This design comes from an exercise in tuning for a short achievable clock period and few clock cycles on the open sky130 flow, not from production work.
In this exercise RTL edits were held to simulation tests only and were not proved equivalent to the original.

==> run a: inputs <==
==> flow/design.v (excerpt) <==
module rld_block (
    input  wire        clk,
    input  wire        rst,
    input  wire        host_we,
    input  wire [4:0]  host_addr,
    input  wire [16:0] host_wdata,
    output reg  [16:0] host_rdata,
    output wire        busy,
    output wire        mem_req,
    output wire        mem_we,
    output wire [15:0] mem_addr,
    output wire [7:0]  mem_wdata,
    input  wire        mem_gnt,
    input  wire [7:0]  mem_rdata,
    output wire [7:0]  xlat_idx,
    input  wire [7:0]  xlat_data
);
clock: 11.0 ns
lec_check: 0
cap_margin: 20
core_margin: 2
core_utilization: 40
slew_margin: 20
run.sh (not shown) runs the stock make flow with config.mk's settings and CLKGATE_MAP_FILE= SYNTH_SCRIPT=/design/flow/synth_recipe.tcl, a recipe that flattens the netlist after the stock synthesis.
==> inputs of run b, as changes to run a <==
--- a/flow/design.v
+++ b/flow/design.v
@@ -56,74 +56,101 @@
     reg [15:0] rptr_r, rbase_r, wbase_r;
     reg [7:0]  rcol_r, rrow_r, wcol_r, wrow_r;
     reg        rplane_r, wplane_r, rdone_r;
     reg        p_infl, p_infl_x;    
     reg [7:0]  x_r;                 
     reg        x_v;
     reg [15:0] whp_r;        
+    reg [7:0]  a1_r;         
+    reg [8:0]  a2_r;         
     reg [15:0] pm1_r;        
     reg [16:0] pm2_r;        
     reg [15:0] dro_r;        
-    reg [16:0] sext_r;
-    reg [17:0] span_r;
-    reg [15:0] wb0_r, cwb0_r;
+    reg [16:0] flim_r;       
+    reg        fneg_r;       
+    reg [16:0] tlim_r, clim_r, cdlim_r;    
+    reg        tneg_r, cneg_r, cdneg_r;    
+    reg        fptr_ok_r;    
     assign busy     = busy_r;
     assign xlat_idx = x_r;
     wire p_act   = st_pchk1 | st_pchk2 | st_proj;
-    wire s_act   = st_dec | st_fchk;
+    wire s_act   = st_dec;
     wire wr_go   = (of_cnt != 3'd0) && (st_dec | st_proj);
-    wire fptr_ok = (fptr_r < send_r) && !fptr_r[16];
+    wire fptr_ok = fptr_ok_r;
     wire s_rd    = s_act && fptr_ok && (({1'b0, sf_cnt} + {3'd0, s_infl}) < 4'd4);
     wire p_rd    = p_act && !rdone_r &&
                    (({1'b0, of_cnt} + {3'd0, p_infl} + {3'd0, x_v}) < 4'd4);
     assign mem_req   = !busy_r | wr_go | s_rd | p_rd;
     assign mem_we    = wr_go;
     assign mem_addr  = wr_go ? wptr_r : p_act ? rptr_r : busy_r ? fptr_r[15:0] : src_r[15:0];
     assign mem_wdata = (of_rp == 2'd0) ? of0 : (of_rp == 2'd1) ? of1 :
                        (of_rp == 2'd2) ? of2 : of3;
     wire acc      = mem_gnt & ~rst;
     wire wr_acc   = wr_go & acc;
     wire s_acc    = ~wr_go & s_rd & acc;
     wire p_acc    = ~wr_go & p_rd & acc;
     wire idle_acc = ~busy_r & acc;
-    wire [7:0] h   = (sf_rp == 2'd0) ? sf0 : (sf_rp == 2'd1) ? sf1 :
-                     (sf_rp == 2'd2) ? sf2 : sf3;
-    wire       h_v = (sf_cnt != 3'd0);
+    wire       sf_any = (sf_cnt != 3'd0);
+    wire [7:0] sf_h = (sf_rp == 2'd0) ? sf0 : (sf_rp == 2'd1) ? sf1 :
+                      (sf_rp == 2'd2) ? sf2 : sf3;
+    wire [7:0] h   = sf_any ? sf_h : mem_rdata;
+    wire       h_v = sf_any | s_infl;
     wire src_ok    = (src_r < send_r) && !src_r[16];
+    wire [16:0] src_p1  = src_r + 17'd1;
+    wire [16:0] fptr_p1 = fptr_r + 17'd1;
+    wire src1_ok   = (src_p1 < send_r) && !src_p1[16];
+    wire fptr1_ok  = (fptr_p1 < send_r) && !fptr_p1[16];
     wire [7:0] dsel = (h[6:5] == 2'd0) ? dict0_r : (h[6:5] == 2'd1) ? dict1_r :
                       (h[6:5] == 2'd2) ? dict2_r : dict3_r;
     wire i_on    = st_dec & k_init;
     wire i_fault = i_on & ~src_ok;
     wire i_take  = i_on & src_ok & h_v;
     wire run_now = (pend_r == 2'd0) && (rem_r != 6'd0) && mode_r;
     wire is_ctl  = (pend_r == 2'd0) && (rem_r == 6'd0);
     wire lit0    = (pend_r == 2'd0) && (rem_r != 6'd0) && !mode_r;
-    wire nb      = st_dec & ~k_init & (cnt_r != 16'd0) & (~k_fill | (of_cnt != 3'd4));
+    wire [15:0] cnt_cur = st_fchk ? fill_n : cnt_r;
+    wire nb      = st_dec & ~k_init & (cnt_cur != 16'd0) & (~k_fill | (of_cnt != 3'd4)) &
+                   ~(st_fchk & fill_bad);
     wire nb_run  = nb & run_now;
     wire nb_need = nb & ~run_now;
     wire nb_fault = nb_need & ~src_ok & (~k_fill | (of_cnt == 3'd0));
     wire nb_take  = nb_need & src_ok & h_v;
     wire out_v    = nb_run | (nb_take & (~is_ctl | h[7]));
     wire [7:0] out_b = nb_run ? latch_r : (is_ctl ? dsel : h);
     wire skip_run   = nb_run & k_skip;
     wire skip_inrun = (cnt_r[15:6] == 10'd0) && (cnt_r[5:0] <= rem_r);
     wire pop = i_take | nb_take;
-    wire [15:0] cnt_dec = cnt_r - 16'd1;
+    wire [15:0] cnt_dec = cnt_cur - 16'd1;
     wire nb_last = out_v & (skip_run ? skip_inrun : (cnt_r == 16'd1));
-    wire fill_end = st_dec & k_fill & (cnt_r == 16'd0) &
+    wire fill_end = st_dec & k_fill & ~st_fchk & (cnt_r == 16'd0) &
                     ((of_cnt == 3'd0) | ((of_cnt == 3'd1) & wr_acc));
     wire [15:0] fill_n   = k_fills ? whp_r : count_r;
-    wire [17:0] fill_e   = {1'b0, dst_r} + {2'b00, fill_n};
-    wire        fill_bad = ({1'b0, fill_n} > dcap_r) || (fill_e > 18'd65536);
+    wire        fill_bad = fneg_r || ({1'b0, fill_n} > flim_r);
     wire        geom_bad  = (vpw_r > width_r) || (vph_r > height_r) || (vpw_r > dstride_r);
     wire        win_empty = (vpw_r == 8'd0) || (vph_r == 8'd0);
-    wire        tm_bad    = ({1'b0, tmsrc_r} + {1'b0, sext_r}) > 18'd65536;
-    wire        cl_bad    = ctrl_r[0] && (({1'b0, clsrc_r} + {1'b0, sext_r}) > 18'd65536);
-    wire        dst_bad   = (span_r > {1'b0, dcap_r}) || (({1'b0, dst_r} + span_r) > 18'd65536);
-    wire        cdst_bad  = ctrl_r[0] && (({1'b0, cdst_r} + span_r) > 18'd65536);
+    wire [16:0] sext      = {1'b0, pm1_r} + {9'd0, vpw_r};
+    wire [17:0] span      = {1'b0, pm2_r} + {10'd0, vpw_r};
+    wire        tm_bad    = tneg_r || ({1'b0, sext} > {1'b0, tlim_r});
+    wire        cl_bad    = ctrl_r[0] && (cneg_r || ({1'b0, sext} > {1'b0, clim_r}));
+    wire        dst_bad   = fneg_r || (span > {1'b0, flim_r});
+    wire        cdst_bad  = ctrl_r[0] && (cdneg_r || (span > {1'b0, cdlim_r}));
+    wire [15:0] wb0       = dst_r[15:0] + dro_r;
+    wire [15:0] cwb0      = cdst_r[15:0] + dro_r;
+    function [17:0] room;
+        input [16:0] base;
+        reg   [17:0] r;
+        begin
+            r    = 18'd65536 - {1'b0, base};
+            room = r;
+        end
+    endfunction
+    wire [17:0] f_room  = room(dst_r);
+    wire [17:0] t_room  = room(tmsrc_r);
+    wire [17:0] c_room  = room(clsrc_r);
+    wire [17:0] cd_room = room(cdst_r);
     wire w_lcol = (wcol_r == 8'd0);
     wire w_lrow = (wrow_r == 8'd0);
     wire r_lcol = (rcol_r == 8'd0);
     wire r_lrow = (rrow_r == 8'd0);
     wire [15:0] wbase_nx = wbase_r + {8'd0, dstride_r};
     wire [15:0] rbase_nx = rbase_r + {8'd0, width_r};
     wire p_wlast = w_lcol & w_lrow & (wplane_r | ~ctrl_r[0]);
@@ -161,21 +188,27 @@
             5'h1C: host_rdata = {11'd0, rem_r};
             5'h1D: host_rdata = {9'd0, latch_r};
             default: host_rdata = 17'd0;
         endcase
     end
     always @(posedge clk) begin
         whp_r  <= width_r * height_r;
-        pm1_r  <= (vph_r - 8'd1) * width_r;
-        pm2_r  <= ({1'b0, drow_r} + {1'b0, vph_r} - 9'd1) * dstride_r;
+        a1_r   <= vph_r - 8'd1;
+        a2_r   <= {1'b0, drow_r} + {1'b0, vph_r} - 9'd1;
+        pm1_r  <= a1_r * width_r;
+        pm2_r  <= a2_r * dstride_r;
         dro_r  <= drow_r * dstride_r;
-        sext_r <= {1'b0, pm1_r} + {9'd0, vpw_r};
-        span_r <= {1'b0, pm2_r} + {10'd0, vpw_r};
-        wb0_r  <= dst_r[15:0] + dro_r;
-        cwb0_r <= cdst_r[15:0] + dro_r;
+        fneg_r <= f_room[17];
+        flim_r <= (!f_room[17] && f_room[16:0] < dcap_r) ? f_room[16:0] : dcap_r;
+        tneg_r <= t_room[17];
+        tlim_r <= t_room[16:0];
+        cneg_r <= c_room[17];
+        clim_r <= c_room[16:0];
+        cdneg_r <= cd_room[17];
+        cdlim_r <= cd_room[16:0];
         if (i_take) begin
             case (ki_r)
                 2'd0: dict0_r <= h;
                 2'd1: dict1_r <= h;
                 2'd2: dict2_r <= h;
                 default: dict3_r <= h;
             endcase
@@ -243,14 +276,15 @@
             k_fills   <= 1'b0;
             k_next    <= 1'b0;
             k_skip    <= 1'b0;
             ki_r      <= 2'd0;
             cnt_r     <= 16'd0;
             pend_r    <= 2'd0;
             fptr_r    <= 17'd0;
+            fptr_ok_r <= 1'b0;
             s_infl    <= 1'b0;
             sf_wp     <= 2'd0;
             sf_rp     <= 2'd0;
             sf_cnt    <= 3'd0;
             of_wp     <= 2'd0;
             of_rp     <= 2'd0;
             of_cnt    <= 3'd0;
@@ -266,16 +300,18 @@
             wplane_r  <= 1'b0;
             rdone_r   <= 1'b0;
             p_infl    <= 1'b0;
             p_infl_x  <= 1'b0;
             x_v       <= 1'b0;
         end else begin
             s_infl <= s_acc;
-            if (s_acc)
-                fptr_r <= fptr_r + 17'd1;
+            if (s_acc) begin
+                fptr_r    <= fptr_p1;
+                fptr_ok_r <= fptr1_ok;
+            end
             if (s_infl)
                 sf_wp <= sf_wp + 2'd1;
             if (pop)
                 sf_rp <= sf_rp + 2'd1;
             sf_cnt <= sf_cnt + {2'd0, s_infl} - {2'd0, pop};
             if (push_v)
                 of_wp <= of_wp + 2'd1;
@@ -299,14 +335,28 @@
             if (i_fault) begin
                 err_r     <= 1'b1;
                 errcode_r <= E_EOS;
                 erraddr_r <= src_r;
                 busy_r    <= 1'b0;
                 st_dec    <= 1'b0;
             end
+            if (st_fchk) begin
+                st_fchk <= 1'b0;
+                cnt_r   <= fill_n;
+                if (fill_bad) begin
+                    err_r     <= 1'b1;
+                    errcode_r <= E_OVF;
+                    erraddr_r <= dst_r;
+                    busy_r    <= 1'b0;
+                    st_dec    <= 1'b0;
+                end else if (fill_n == 16'd0) begin
+                    busy_r <= 1'b0;
+                    st_dec <= 1'b0;
+                end
+            end
             if (nb_run) begin
                 if (skip_run) begin
                     if (skip_inrun) begin
                         rem_r <= rem_r - cnt_r[5:0];
                         cnt_r <= 16'd0;
                     end else begin
                         rem_r <= 6'd0;
@@ -359,29 +409,14 @@
             end
             if (st_dec && k_fill && of_pop)
                 wptr_r <= wptr_r + 16'd1;
             if (fill_end) begin
                 busy_r <= 1'b0;
                 st_dec <= 1'b0;
             end
-            if (st_fchk) begin
-                st_fchk <= 1'b0;
-                if (fill_bad) begin
-                    err_r     <= 1'b1;
-                    errcode_r <= E_OVF;
-                    erraddr_r <= dst_r;
-                    busy_r    <= 1'b0;
-                end else if (fill_n == 16'd0) begin
-                    busy_r <= 1'b0;
-                end else begin
-                    cnt_r  <= fill_n;
-                    wptr_r <= dst_r[15:0];
-                    st_dec <= 1'b1;
-                end
-            end
             if (p_acc) begin
                 if (!r_lcol) begin
                     rcol_r <= rcol_r - 8'd1;
                     rptr_r <= rptr_r + 16'd1;
                 end else begin
                     rcol_r <= vpw_r - 8'd1;
                     if (!r_lrow) begin
@@ -407,16 +442,16 @@
                     if (!w_lrow) begin
                         wrow_r  <= wrow_r - 8'd1;
                         wbase_r <= wbase_nx;
                         wptr_r  <= wbase_nx;
                     end else if (!wplane_r && ctrl_r[0]) begin
                         wplane_r <= 1'b1;
                         wrow_r   <= vph_r - 8'd1;
-                        wbase_r  <= cwb0_r;
-                        wptr_r   <= cwb0_r;
+                        wbase_r  <= cwb0;
+                        wptr_r   <= cwb0;
                     end else begin
                         st_proj <= 1'b0;
                         busy_r  <= 1'b0;
                     end
                 end
             end
             if (st_pchk1) begin
@@ -452,16 +487,16 @@
                 end else if (cdst_bad) begin
                     err_r     <= 1'b1;
                     errcode_r <= E_OVF;
                     erraddr_r <= cdst_r;
                     busy_r    <= 1'b0;
                 end else begin
                     st_proj <= 1'b1;
-                    wbase_r <= wb0_r;
-                    wptr_r  <= wb0_r;
+                    wbase_r <= wb0;
+                    wptr_r  <= wb0;
                 end
             end
             if (reg_we) begin
                 case (host_addr)
                     5'h04: ctrl_r    <= host_wdata[1:0];
                     5'h06: src_r     <= host_wdata;
                     5'h07: send_r    <= host_wdata;
@@ -487,15 +522,16 @@
                 of_wp    <= 2'd0;
                 of_rp    <= 2'd0;
                 of_cnt   <= 3'd0;
                 p_infl   <= 1'b0;
                 x_v      <= 1'b0;
                 pend_r   <= 2'd0;
                 s_infl   <= idle_acc;
-                fptr_r   <= src_r + {16'd0, idle_acc};
+                fptr_r    <= idle_acc ? src_p1 : src_r;
+                fptr_ok_r <= idle_acc ? src1_ok : src_ok;
                 k_init   <= (cmd_in == C_INIT);
                 k_fill   <= (cmd_in == C_FILL) || (cmd_in == C_FILLS);
                 k_fills  <= (cmd_in == C_FILLS);
                 k_next   <= (cmd_in == C_NEXT);
                 k_skip   <= (cmd_in == C_SKIP8) || (cmd_in == C_SKIP16);
                 ki_r     <= 2'd0;
                 rptr_r   <= tmsrc_r[15:0];
@@ -530,14 +566,16 @@
                     if (!inited_r) begin
                         err_r     <= 1'b1;
                         errcode_r <= E_NOINIT;
                         erraddr_r <= 17'd0;
                     end else if (cmd_in == C_FILL || cmd_in == C_FILLS) begin
                         busy_r  <= 1'b1;
                         st_fchk <= 1'b1;
+                        st_dec  <= 1'b1;
+                        wptr_r  <= dst_r[15:0];
                     end else if (cmd_in == C_NEXT) begin
                         if (rem_r != 6'd0 && mode_r) begin
                             rem_r <= rem_r - 6'd1;
                         end else begin
                             cnt_r  <= 16'd1;
                             busy_r <= 1'b1;
                             st_dec <= 1'b1;
==> flow/flow/run.sh (new file) <==
#!/bin/bash
# The standard layout, with every input and output port buffered by a
# sky130_fd_sc_hd__buf_6 instead of the default port buffer cell.
set -euo pipefail
bash standard.sh finish "BUFFER_PORTS_ARGS=-buffer_cell sky130_fd_sc_hd__buf_6" > make_finish.log 2>&1
test -f out/final.def
==> flow/standard.sh (new file) <==
#!/bin/bash
# synth_recipe.tcl (not shown) runs the flow's synth.tcl, then flattens the netlist and writes it again
# the make line also repeats each setting of config.mk as NAME=value (left out here)
make -C /OpenROAD-flow-scripts/flow DESIGN_CONFIG=/design/flow/config.mk WORK_HOME=/design/flow/orfs CLKGATE_MAP_FILE= SYNTH_SCRIPT=/design/flow/synth_recipe.tcl "${@:-finish}"
ABC_CLOCK_PERIOD_IN_PS = 4000   (was default)
CORE_UTILIZATION = 65   (was 40)
PLACE_DENSITY = 0.75   (was default)
SETUP_SLACK_MARGIN = 5   (was default)
removed: flow/run.sh
==> inputs of run c, as changes to run a <==
--- a/flow/design.v
+++ b/flow/design.v
@@ -56,26 +56,30 @@
     reg [15:0] rptr_r, rbase_r, wbase_r;
     reg [7:0]  rcol_r, rrow_r, wcol_r, wrow_r;
     reg        rplane_r, wplane_r, rdone_r;
     reg        p_infl, p_infl_x;    
     reg [7:0]  x_r;                 
     reg        x_v;
     reg [15:0] whp_r;        
+    reg [7:0]  a1_r;         
+    reg [8:0]  a2_r;         
     reg [15:0] pm1_r;        
     reg [16:0] pm2_r;        
     reg [15:0] dro_r;        
-    reg [16:0] sext_r;
-    reg [17:0] span_r;
-    reg [15:0] wb0_r, cwb0_r;
+    reg [16:0] flim_r;       
+    reg        fneg_r;       
+    reg [16:0] tlim_r, clim_r, cdlim_r;    
+    reg        tneg_r, cneg_r, cdneg_r;    
+    reg        fptr_ok_r;    
     assign busy     = busy_r;
     assign xlat_idx = x_r;
     wire p_act   = st_pchk1 | st_pchk2 | st_proj;
     wire s_act   = st_dec | st_fchk;
     wire wr_go   = (of_cnt != 3'd0) && (st_dec | st_proj);
-    wire fptr_ok = (fptr_r < send_r) && !fptr_r[16];
+    wire fptr_ok = fptr_ok_r;
     wire s_rd    = s_act && fptr_ok && (({1'b0, sf_cnt} + {3'd0, s_infl}) < 4'd4);
     wire p_rd    = p_act && !rdone_r &&
                    (({1'b0, of_cnt} + {3'd0, p_infl} + {3'd0, x_v}) < 4'd4);
     assign mem_req   = !busy_r | wr_go | s_rd | p_rd;
     assign mem_we    = wr_go;
     assign mem_addr  = wr_go ? wptr_r : p_act ? rptr_r : busy_r ? fptr_r[15:0] : src_r[15:0];
     assign mem_wdata = (of_rp == 2'd0) ? of0 : (of_rp == 2'd1) ? of1 :
@@ -85,14 +89,18 @@
     wire s_acc    = ~wr_go & s_rd & acc;
     wire p_acc    = ~wr_go & p_rd & acc;
     wire idle_acc = ~busy_r & acc;
     wire [7:0] h   = (sf_rp == 2'd0) ? sf0 : (sf_rp == 2'd1) ? sf1 :
                      (sf_rp == 2'd2) ? sf2 : sf3;
     wire       h_v = (sf_cnt != 3'd0);
     wire src_ok    = (src_r < send_r) && !src_r[16];
+    wire [16:0] src_p1  = src_r + 17'd1;
+    wire [16:0] fptr_p1 = fptr_r + 17'd1;
+    wire src1_ok   = (src_p1 < send_r) && !src_p1[16];
+    wire fptr1_ok  = (fptr_p1 < send_r) && !fptr_p1[16];
     wire [7:0] dsel = (h[6:5] == 2'd0) ? dict0_r : (h[6:5] == 2'd1) ? dict1_r :
                       (h[6:5] == 2'd2) ? dict2_r : dict3_r;
     wire i_on    = st_dec & k_init;
     wire i_fault = i_on & ~src_ok;
     wire i_take  = i_on & src_ok & h_v;
     wire run_now = (pend_r == 2'd0) && (rem_r != 6'd0) && mode_r;
     wire is_ctl  = (pend_r == 2'd0) && (rem_r == 6'd0);
@@ -108,22 +116,37 @@
     wire skip_inrun = (cnt_r[15:6] == 10'd0) && (cnt_r[5:0] <= rem_r);
     wire pop = i_take | nb_take;
     wire [15:0] cnt_dec = cnt_r - 16'd1;
     wire nb_last = out_v & (skip_run ? skip_inrun : (cnt_r == 16'd1));
     wire fill_end = st_dec & k_fill & (cnt_r == 16'd0) &
                     ((of_cnt == 3'd0) | ((of_cnt == 3'd1) & wr_acc));
     wire [15:0] fill_n   = k_fills ? whp_r : count_r;
-    wire [17:0] fill_e   = {1'b0, dst_r} + {2'b00, fill_n};
-    wire        fill_bad = ({1'b0, fill_n} > dcap_r) || (fill_e > 18'd65536);
+    wire        fill_bad = fneg_r || ({1'b0, fill_n} > flim_r);
     wire        geom_bad  = (vpw_r > width_r) || (vph_r > height_r) || (vpw_r > dstride_r);
     wire        win_empty = (vpw_r == 8'd0) || (vph_r == 8'd0);
-    wire        tm_bad    = ({1'b0, tmsrc_r} + {1'b0, sext_r}) > 18'd65536;
-    wire        cl_bad    = ctrl_r[0] && (({1'b0, clsrc_r} + {1'b0, sext_r}) > 18'd65536);
-    wire        dst_bad   = (span_r > {1'b0, dcap_r}) || (({1'b0, dst_r} + span_r) > 18'd65536);
-    wire        cdst_bad  = ctrl_r[0] && (({1'b0, cdst_r} + span_r) > 18'd65536);
+    wire [16:0] sext      = {1'b0, pm1_r} + {9'd0, vpw_r};
+    wire [17:0] span      = {1'b0, pm2_r} + {10'd0, vpw_r};
+    wire        tm_bad    = tneg_r || ({1'b0, sext} > {1'b0, tlim_r});
+    wire        cl_bad    = ctrl_r[0] && (cneg_r || ({1'b0, sext} > {1'b0, clim_r}));
+    wire        dst_bad   = fneg_r || (span > {1'b0, flim_r});
+    wire        cdst_bad  = ctrl_r[0] && (cdneg_r || (span > {1'b0, cdlim_r}));
+    wire [15:0] wb0       = dst_r[15:0] + dro_r;
+    wire [15:0] cwb0      = cdst_r[15:0] + dro_r;
+    function [17:0] room;
+        input [16:0] base;
+        reg   [17:0] r;
+        begin
+            r    = 18'd65536 - {1'b0, base};
+            room = r;
+        end
+    endfunction
+    wire [17:0] f_room  = room(dst_r);
+    wire [17:0] t_room  = room(tmsrc_r);
+    wire [17:0] c_room  = room(clsrc_r);
+    wire [17:0] cd_room = room(cdst_r);
     wire w_lcol = (wcol_r == 8'd0);
     wire w_lrow = (wrow_r == 8'd0);
     wire r_lcol = (rcol_r == 8'd0);
     wire r_lrow = (rrow_r == 8'd0);
     wire [15:0] wbase_nx = wbase_r + {8'd0, dstride_r};
     wire [15:0] rbase_nx = rbase_r + {8'd0, width_r};
     wire p_wlast = w_lcol & w_lrow & (wplane_r | ~ctrl_r[0]);
@@ -161,21 +184,27 @@
             5'h1C: host_rdata = {11'd0, rem_r};
             5'h1D: host_rdata = {9'd0, latch_r};
             default: host_rdata = 17'd0;
         endcase
     end
     always @(posedge clk) begin
         whp_r  <= width_r * height_r;
-        pm1_r  <= (vph_r - 8'd1) * width_r;
-        pm2_r  <= ({1'b0, drow_r} + {1'b0, vph_r} - 9'd1) * dstride_r;
+        a1_r   <= vph_r - 8'd1;
+        a2_r   <= {1'b0, drow_r} + {1'b0, vph_r} - 9'd1;
+        pm1_r  <= a1_r * width_r;
+        pm2_r  <= a2_r * dstride_r;
         dro_r  <= drow_r * dstride_r;
-        sext_r <= {1'b0, pm1_r} + {9'd0, vpw_r};
-        span_r <= {1'b0, pm2_r} + {10'd0, vpw_r};
-        wb0_r  <= dst_r[15:0] + dro_r;
-        cwb0_r <= cdst_r[15:0] + dro_r;
+        fneg_r <= f_room[17];
+        flim_r <= (!f_room[17] && f_room[16:0] < dcap_r) ? f_room[16:0] : dcap_r;
+        tneg_r <= t_room[17];
+        tlim_r <= t_room[16:0];
+        cneg_r <= c_room[17];
+        clim_r <= c_room[16:0];
+        cdneg_r <= cd_room[17];
+        cdlim_r <= cd_room[16:0];
         if (i_take) begin
             case (ki_r)
                 2'd0: dict0_r <= h;
                 2'd1: dict1_r <= h;
                 2'd2: dict2_r <= h;
                 default: dict3_r <= h;
             endcase
@@ -243,14 +272,15 @@
             k_fills   <= 1'b0;
             k_next    <= 1'b0;
             k_skip    <= 1'b0;
             ki_r      <= 2'd0;
             cnt_r     <= 16'd0;
             pend_r    <= 2'd0;
             fptr_r    <= 17'd0;
+            fptr_ok_r <= 1'b0;
             s_infl    <= 1'b0;
             sf_wp     <= 2'd0;
             sf_rp     <= 2'd0;
             sf_cnt    <= 3'd0;
             of_wp     <= 2'd0;
             of_rp     <= 2'd0;
             of_cnt    <= 3'd0;
@@ -266,16 +296,18 @@
             wplane_r  <= 1'b0;
             rdone_r   <= 1'b0;
             p_infl    <= 1'b0;
             p_infl_x  <= 1'b0;
             x_v       <= 1'b0;
         end else begin
             s_infl <= s_acc;
-            if (s_acc)
-                fptr_r <= fptr_r + 17'd1;
+            if (s_acc) begin
+                fptr_r    <= fptr_p1;
+                fptr_ok_r <= fptr1_ok;
+            end
             if (s_infl)
                 sf_wp <= sf_wp + 2'd1;
             if (pop)
                 sf_rp <= sf_rp + 2'd1;
             sf_cnt <= sf_cnt + {2'd0, s_infl} - {2'd0, pop};
             if (push_v)
                 of_wp <= of_wp + 2'd1;
@@ -407,16 +439,16 @@
                     if (!w_lrow) begin
                         wrow_r  <= wrow_r - 8'd1;
                         wbase_r <= wbase_nx;
                         wptr_r  <= wbase_nx;
                     end else if (!wplane_r && ctrl_r[0]) begin
                         wplane_r <= 1'b1;
                         wrow_r   <= vph_r - 8'd1;
-                        wbase_r  <= cwb0_r;
-                        wptr_r   <= cwb0_r;
+                        wbase_r  <= cwb0;
+                        wptr_r   <= cwb0;
                     end else begin
                         st_proj <= 1'b0;
                         busy_r  <= 1'b0;
                     end
                 end
             end
             if (st_pchk1) begin
@@ -452,16 +484,16 @@
                 end else if (cdst_bad) begin
                     err_r     <= 1'b1;
                     errcode_r <= E_OVF;
                     erraddr_r <= cdst_r;
                     busy_r    <= 1'b0;
                 end else begin
                     st_proj <= 1'b1;
-                    wbase_r <= wb0_r;
-                    wptr_r  <= wb0_r;
+                    wbase_r <= wb0;
+                    wptr_r  <= wb0;
                 end
             end
             if (reg_we) begin
                 case (host_addr)
                     5'h04: ctrl_r    <= host_wdata[1:0];
                     5'h06: src_r     <= host_wdata;
                     5'h07: send_r    <= host_wdata;
@@ -487,15 +519,16 @@
                 of_wp    <= 2'd0;
                 of_rp    <= 2'd0;
                 of_cnt   <= 3'd0;
                 p_infl   <= 1'b0;
                 x_v      <= 1'b0;
                 pend_r   <= 2'd0;
                 s_infl   <= idle_acc;
-                fptr_r   <= src_r + {16'd0, idle_acc};
+                fptr_r    <= idle_acc ? src_p1 : src_r;
+                fptr_ok_r <= idle_acc ? src1_ok : src_ok;
                 k_init   <= (cmd_in == C_INIT);
                 k_fill   <= (cmd_in == C_FILL) || (cmd_in == C_FILLS);
                 k_fills  <= (cmd_in == C_FILLS);
                 k_next   <= (cmd_in == C_NEXT);
                 k_skip   <= (cmd_in == C_SKIP8) || (cmd_in == C_SKIP16);
                 ki_r     <= 2'd0;
                 rptr_r   <= tmsrc_r[15:0];
ABC_CLOCK_PERIOD_IN_PS = 4000   (was default)
SETUP_SLACK_MARGIN = 5   (was default)
==> qor summary <==
quantity                                                                                  run c                      run b                             run a
Run status                                                     no timing/DRC/antenna violations  no timing/DRC/antenna violations  no timing/DRC/antenna violations
Overall die width                                                                        355 um                     279 um                            360 um
Worst Reg2Reg Path Length in Cells                                                           21                         25                                26
Clock Skew                                                                            0.0297 ns                  0.0470 ns                         0.0345 ns
Crit path max-delay cell type                                           sky130_fd_sc_hd__or3b_4  sky130_fd_sc_hd__a222oi_1  sky130_fd_sc_hd__clkdlybuf4s50_1
Worst Hold Launch                                                        ctrl_r[1]$_SDFFE_PP0P_    rbase_r[6]$_SDFFE_PP0P_                  pm1_r[0]$_DFF_P_
Detail Route met2 WL                                                                  84,200 um                  77,000 um                         92,900 um
CLK BUF                                                                                      99                         97                               109
Post-DP Area                                                                        52,000 um^2                51,100 um^2                       53,900 um^2
Antenna diodes                                                                                5                          2                                 4
Fraction of standard cell area that is sequential                                         25.9%                      26.6%                             24.8%
Clock-cell share of area                                                                  4.89%                      4.86%                             4.67%
Number of global-route vias before repair                                                42,800                     44,700                            45,400
Summed instance area of the synthesized netlist                                     49,200 um^2                49,200 um^2                       50,800 um^2
Final worst setup slack                                                                 4.77 ns                    4.91 ns                           3.29 ns
Critical path fanouts, max                                                                    7                         18                                11
Post-synthesis share of cell area spent on and, or, nand and nor gates                    19.6%                      19.3%                             19.5%
XOR/XNOR share of the synthesized area                                                    5.82%                      6.00%                             4.62%
Worst Tran Pin Value                                                                    1.29 ns                    1.14 ns                           1.24 ns
Slew HR                                                                                   13.5%                      23.7%                             17.3%
Compound-Gate Fraction of Synth Area                                                      17.6%                      18.3%                             20.3%
Flop-to-flop setup slack                                                                5.30 ns                    5.22 ns                           3.87 ns
Number of core rows                                                                         128                        100                               130
Core area                                                                          122,000 um^2                74,700 um^2                      126,000 um^2
Testbench counts of run a, summed over its fixed seeds: cycles 120,424.
Testbench counts of run b, summed over its fixed seeds: cycles 120,272.
Testbench counts of run c, summed over its fixed seeds: cycles 120,424.

## static timing again, ports no longer ideal
Ports are ideal in the flow. The routed layouts listed here were re-timed in OpenROAD.
Step 1 (the two cells are an assumption about what drives the block):
set clk [get_ports {clk}]
set_driving_cell -lib_cell sky130_fd_sc_hd__clkbuf_16 $clk
set_driving_cell -lib_cell sky130_fd_sc_hd__buf_2 [delete_from_list [all_inputs] $clk]
Step 2, shift: input delay + t, output delay - t, t = (earliest + latest rising clock arrival at the registers) / 2. This alone moves slack from input paths to output paths.
Three values: no drivers, after step 1, after step 2; two values: the first two.
| run | t, ns | setup slack, ns | worst setup path at the end | pins driven straight from the clock port |
|---|---|---|---|---|
| run a | 0.740 | 3.286 / 3.245 / 3.245 | input to output | 1 |
| run b | 0.707 | 4.909 / 4.861 / 4.861 | input to output | 1 |
| run c | 0.750 | 4.770 / 4.680 / 4.477 | input to register | 1 |
After both steps setup and hold are still met in every run listed. For run c, which loses most, drivers alone change the setup slack by -0.090 ns; drivers and shift together by -0.293 ns.
